Source: an optimization exercise on an open RTL-to-GDS flow (aim: small area, a short achievable clock period and few clock cycles). Production flows keep margins and buffers that such runs may drop. At most, simulation tests tie the RTL to the original design; equivalence was not proved.

## thermy_ck8
module thermy_ck8 #(
    parameter WMAX = 32,
    parameter AW   = 5,
    parameter [7:0] PRE0 = 8'h51,
    parameter [7:0] PRE1 = 8'h78
) (
    input  wire        clk,
    input  wire        rst,
    input  wire        cmd_valid,
    output wire        cmd_ready,
    input  wire [31:0] cmd_data,
    output reg  [31:0] res,
    output reg         res_valid,
    output wire        out_valid,
    input  wire        out_ready,
    output wire [7:0]  out_data
);
Size in the first run: about 880 flip-flops.
Settings: LEC_CHECK=0, CAP_MARGIN=20, CORE_MARGIN=2, CORE_UTILIZATION=20, CTS_CLUSTER_DIAMETER=150, CTS_CLUSTER_SIZE=20, PLACE_DENSITY=0.3, SLEW_MARGIN=20; clock period 20.0 ns.
standard.sh (not shown) runs the stock make flow with config.mk's settings and CLKGATE_MAP_FILE= SYNTH_SCRIPT=/design/flow/synth_recipe.tcl, a recipe that flattens the netlist after the stock synthesis.
==> flow/flow/run.sh <==
#!/bin/bash
set -euo pipefail
bash standard.sh SETUP_SLACK_MARGIN=14.6 SKIP_GATE_CLONING=1 \
    "BUFFER_PORTS_ARGS=-buffer_cell sky130_fd_sc_hd__buf_4" finish > standard_make.log 2>&1
The baseline ran to the end with no violations.
Next try:
--- a/flow/design.v
+++ b/flow/design.v
@@ -665,21 +665,21 @@
                 default: ;
             endcase
         end
     end
     reg  [3:0] i2b_j;            
     wire       i2b_cont = (i2b_j != 4'd0);
     wire ignored = (errcode != 3'd0) && (op != OP_RDREG) && (op != OP_CLRERR) && !i2b_cont;
     wire ok      = i2b_cont || (!ignored && err == 3'd0);
     reg v1, v3, v4, v5, v6, v7;
     wire pp_empty = !(v1 | v3 | v4 | v5 | v6 | v7);
-    localparam TQD = 4;
+    localparam TQD = 3;
     reg [TQD-1:0] q_v;
     reg           tp_v;         
     reg  [1:0]    q_wr;
     wire q_full  = &(q_v | ({{(TQD-1){1'b0}}, tp_v} << q_wr));
     wire q_empty = !(|q_v) && !tp_v;
     reg  hdr_busy;
     wire is_fr   = (op == OP_FRBT) || (op == OP_FRBR);
     wire pushy   = is_fr || (op == OP_FRPUT) || (op == OP_FRI2B) ||
                    (op == OP_DQPIX) || (op == OP_BPPIX);
     wire drainy  = (op == OP_SETW) || (op == OP_RSTRAS) ||
@@ -918,22 +918,22 @@
         .out_valid(out_valid), .out_ready(out_ready), .out_data(out_data)
     );
     wire [TQD-1:0] unf = q_v & ~q_hdr & ~q_fl;
     reg  [TQD-1:0] fsel;
     reg            found;
     integer qi;
     always @(*) begin
         found = 1'b0;
         fsel  = {TQD{1'b0}};
         for (qi = 0; qi < TQD; qi = qi + 1)
-            if (!found && unf[(q_rd + qi) % TQD]) begin
-                fsel[(q_rd + qi) % TQD] = 1'b1;
+            if (!found && unf[({1'b0,q_rd} + qi) % TQD]) begin
+                fsel[({1'b0,q_rd} + qi) % TQD] = 1'b1;
                 found = 1'b1;
             end
     end
     integer qk;
     always @(posedge clk) begin
         for (qk = 0; qk < TQD; qk = qk + 1) begin
             if (tp_v && q_wr == qk) begin
                 q_hdr[qk] <= tp_hdr; q_cl[qk] <= tp_close; q_rt[qk] <= tp_route;
                 q_rv[qk] <= tp_rev; q_b[qk] <= tp_byte;
             end else if (pk_fill && fsel[qk])
@@ -951,23 +951,23 @@
             hj  <= 3'd0;
             ph  <= 2'd0;
             frcrc <= 8'd0;
             hdr_busy <= 1'b0;
         end else begin
             for (qk = 0; qk < TQD; qk = qk + 1)
                 if (tp_v && q_wr == qk)
                     q_v[qk] <= 1'b1;
                 else if (e_pop && q_rd == qk)
                     q_v[qk] <= 1'b0;
-            if (tp_v) q_wr <= q_wr + 2'd1;
+            if (tp_v) q_wr <= (q_wr == 2'd2) ? 2'd0 : q_wr + 2'd1;
             tp_v <= t_push;
-            if (e_pop)  q_rd <= q_rd + 2'd1;
+            if (e_pop)  q_rd <= (q_rd == 2'd2) ? 2'd0 : q_rd + 2'd1;
             if (e_go) begin
                 if (ph == 2'd0) begin
                     if (h_hdr) begin
                         frcrc <= 8'd0;
                         if (hj == 3'd5) begin
                             hj <= 3'd0;
                             if (h_cl) ph <= 2'd1;
                         end else
                             hj <= hj + 3'd1;
                     end else begin
@@ -979,22 +979,20 @@
                 else
                     ph <= 2'd0;
             end
             if (x_ok && is_fr)
                 hdr_busy <= 1'b1;
             else if (e_pop && h_hdr)
                 hdr_busy <= 1'b0;
         end
         if (x_ok && is_fr)
             hdr_hi <= c[23:16];
-        rq_rev <= (op == OP_REVB);
-        rq_b   <= (op == OP_CKRD) ? 8'h04 : b8;
         tp_hdr <= t_hdr; tp_close <= t_close; tp_route <= t_route;
         tp_rev <= t_rev; tp_fill <= t_fill; tp_byte <= t_byte;
     end
     wire load_cin = !cin_v || done;
     wire acc      = cmd_valid && rdy;
     wire sk_v_n   = sk_v ? !load_cin : (acc && !load_cin);
     always @(posedge clk) begin
         if (load_cin) cin <= sk_v ? sk : cmd_data;
         if (!sk_v)    sk  <= cmd_data;
         if (rst) begin
@@ -1087,26 +1085,26 @@
                 end
                 OP_SETW: begin
                     wc <= c[5:3];
                     bw <= c[5:3];
                 end
                 OP_RSTRAS: begin
                     kb <= 3'd0;
                     bpacc <= 8'd0;
                 end
                 OP_SETA:   alpha <= b8;
-                OP_RDREG:  rq_v <= 1'b1;
+                OP_RDREG:  begin rq_v <= 1'b1; rq_rev <= 1'b0; rq_b <= b8; end
                 OP_CLRERR: errcode <= 3'd0;
                 OP_CKCLR:  ckcrc <= 8'd0;
                 OP_CKUPD:  ckcrc <= ck_next;
-                OP_CKRD:   rq_v <= 1'b1;
-                OP_REVB:   rq_v <= 1'b1;
+                OP_CKRD:   begin rq_v <= 1'b1; rq_rev <= 1'b0; rq_b <= 8'h04; end
+                OP_REVB:   begin rq_v <= 1'b1; rq_rev <= 1'b1; rq_b <= b8; end
                 OP_FRBT, OP_FRBR: begin
                     frcmd  <= b8;
                     frtype <= op[0];
                     frrem  <= c[23:8];
                 end
                 OP_FCCLR: begin
                     fcstat <= FC_IDLE; fcphase <= P_P0;
                     fccmd <= 8'd0; fctype <= 1'b0;
                     fclen <= 16'd0; fcrem <= 16'd0; fccrc <= 8'd0;
                 end
Effect: Design area stays flat. Utilization is higher by 0.28 points. Routed wire length went up by about 5%. Area after synthesis decreases by about 1%. Worst setup slack got worse by 0.065 ns. Synthesized cell count barely changes. Hold slack is worse by 0.0036 ns.
Testbench counts after the change, summed over its fixed seeds: cycles 10,584.
No functional check of the RTL was part of the first run of this note.

---

RTL: one of the versions met above, not the one the previous note started from.
Size in the first run: about 870 flip-flops, roughly 79 I/O pins, about 0.049 mm^2 of cells after synthesis.
Settings: LEC_CHECK=0, CAP_MARGIN=20, CORE_MARGIN=2, CORE_UTILIZATION=30, CTS_CLUSTER_DIAMETER=150, CTS_CLUSTER_SIZE=20, PLACE_DENSITY=0.45, SLEW_MARGIN=20; clock period 20.0 ns.
Scripts as last shown in full above: flow/flow/run.sh
The first run finished clean.
Testbench counts at the start, summed over its fixed seeds: cycles 10,584.
Change:
--- a/flow/design.v
+++ b/flow/design.v
@@ -981,16 +981,18 @@
             end
             if (x_ok && is_fr)
                 hdr_busy <= 1'b1;
             else if (e_pop && h_hdr)
                 hdr_busy <= 1'b0;
         end
         if (x_ok && is_fr)
             hdr_hi <= c[23:16];
+        rq_rev <= (op == OP_REVB);
+        rq_b   <= (op == OP_CKRD) ? 8'h04 : b8;
         tp_hdr <= t_hdr; tp_close <= t_close; tp_route <= t_route;
         tp_rev <= t_rev; tp_fill <= t_fill; tp_byte <= t_byte;
     end
     wire load_cin = !cin_v || done;
     wire acc      = cmd_valid && rdy;
     wire sk_v_n   = sk_v ? !load_cin : (acc && !load_cin);
     always @(posedge clk) begin
         if (load_cin) cin <= sk_v ? sk : cmd_data;
@@ -1087,22 +1089,22 @@
                     wc <= c[5:3];
                     bw <= c[5:3];
                 end
                 OP_RSTRAS: begin
                     kb <= 3'd0;
                     bpacc <= 8'd0;
                 end
                 OP_SETA:   alpha <= b8;
-                OP_RDREG:  begin rq_v <= 1'b1; rq_rev <= 1'b0; rq_b <= b8; end
+                OP_RDREG:  rq_v <= 1'b1;
                 OP_CLRERR: errcode <= 3'd0;
                 OP_CKCLR:  ckcrc <= 8'd0;
                 OP_CKUPD:  ckcrc <= ck_next;
-                OP_CKRD:   begin rq_v <= 1'b1; rq_rev <= 1'b0; rq_b <= 8'h04; end
-                OP_REVB:   begin rq_v <= 1'b1; rq_rev <= 1'b1; rq_b <= b8; end
+                OP_CKRD:   rq_v <= 1'b1;
+                OP_REVB:   rq_v <= 1'b1;
                 OP_FRBT, OP_FRBR: begin
                     frcmd  <= b8;
                     frtype <= op[0];
                     frrem  <= c[23:8];
                 end
                 OP_FCCLR: begin
                     fcstat <= FC_IDLE; fcphase <= P_P0;
                     fccmd <= 8'd0; fctype <= 1'b0;
Result: Sequential share of layout area came out lower by 0.70 points. Setup slack got worse by 0.052 ns. Die area came out higher by about 1.2%. Wire length came out higher by about 3.2%. Area after synthesis came out higher by 1.2%. Worst hold slack got worse by 0.026 ns. Via count came out higher by 2.3%. Count of clock-buffer cells in the layout came out lower by 6.
Testbench counts after the change, summed over its fixed seeds: cycles 10,584.

[afterwards: timing with drivers on the ports]
The results above use ideal ports. As a check the final layouts listed here were re-extracted and re-timed, cells and wires unchanged.
Step 1 sets driving cells, clkbuf_16 on the clock port and buf_2 on the other inputs (assumed; they add their load-dependent delay and slew).
Step 2 adds t to the input delays and takes it off the output delays; t is the mean of the earliest and latest rising clock arrival at the registers after step 1. Input paths then give back, and output paths get back, about the clock's delay inside the block.
Slacks: ideal / step 1 / step 2; pairs: ideal / step 1.
run | t, ns | setup WS [ns] | worst hold slack (ns)
the first run of note 1 | 0.805 | 14.660 / 14.575 / 14.005 | 0.331 / 0.331 / 0.331
the second run of note 1 | 0.791 | 14.596 / 14.599 / 13.857 | 0.327 / 0.327 / 0.327
the first run of note 2 | 0.759 | 14.663 / 14.585 / 14.008 | 0.325 / 0.325 / 0.325
the second run of note 2 | 0.754 | 14.611 / 14.611 / 13.988 | 0.299 / 0.299 / 0.299
After both steps every run listed still meets setup and hold. For the second run of note 1, which loses most, drivers alone change the setup slack by +0.003 ns; drivers and shift together by -0.739 ns.
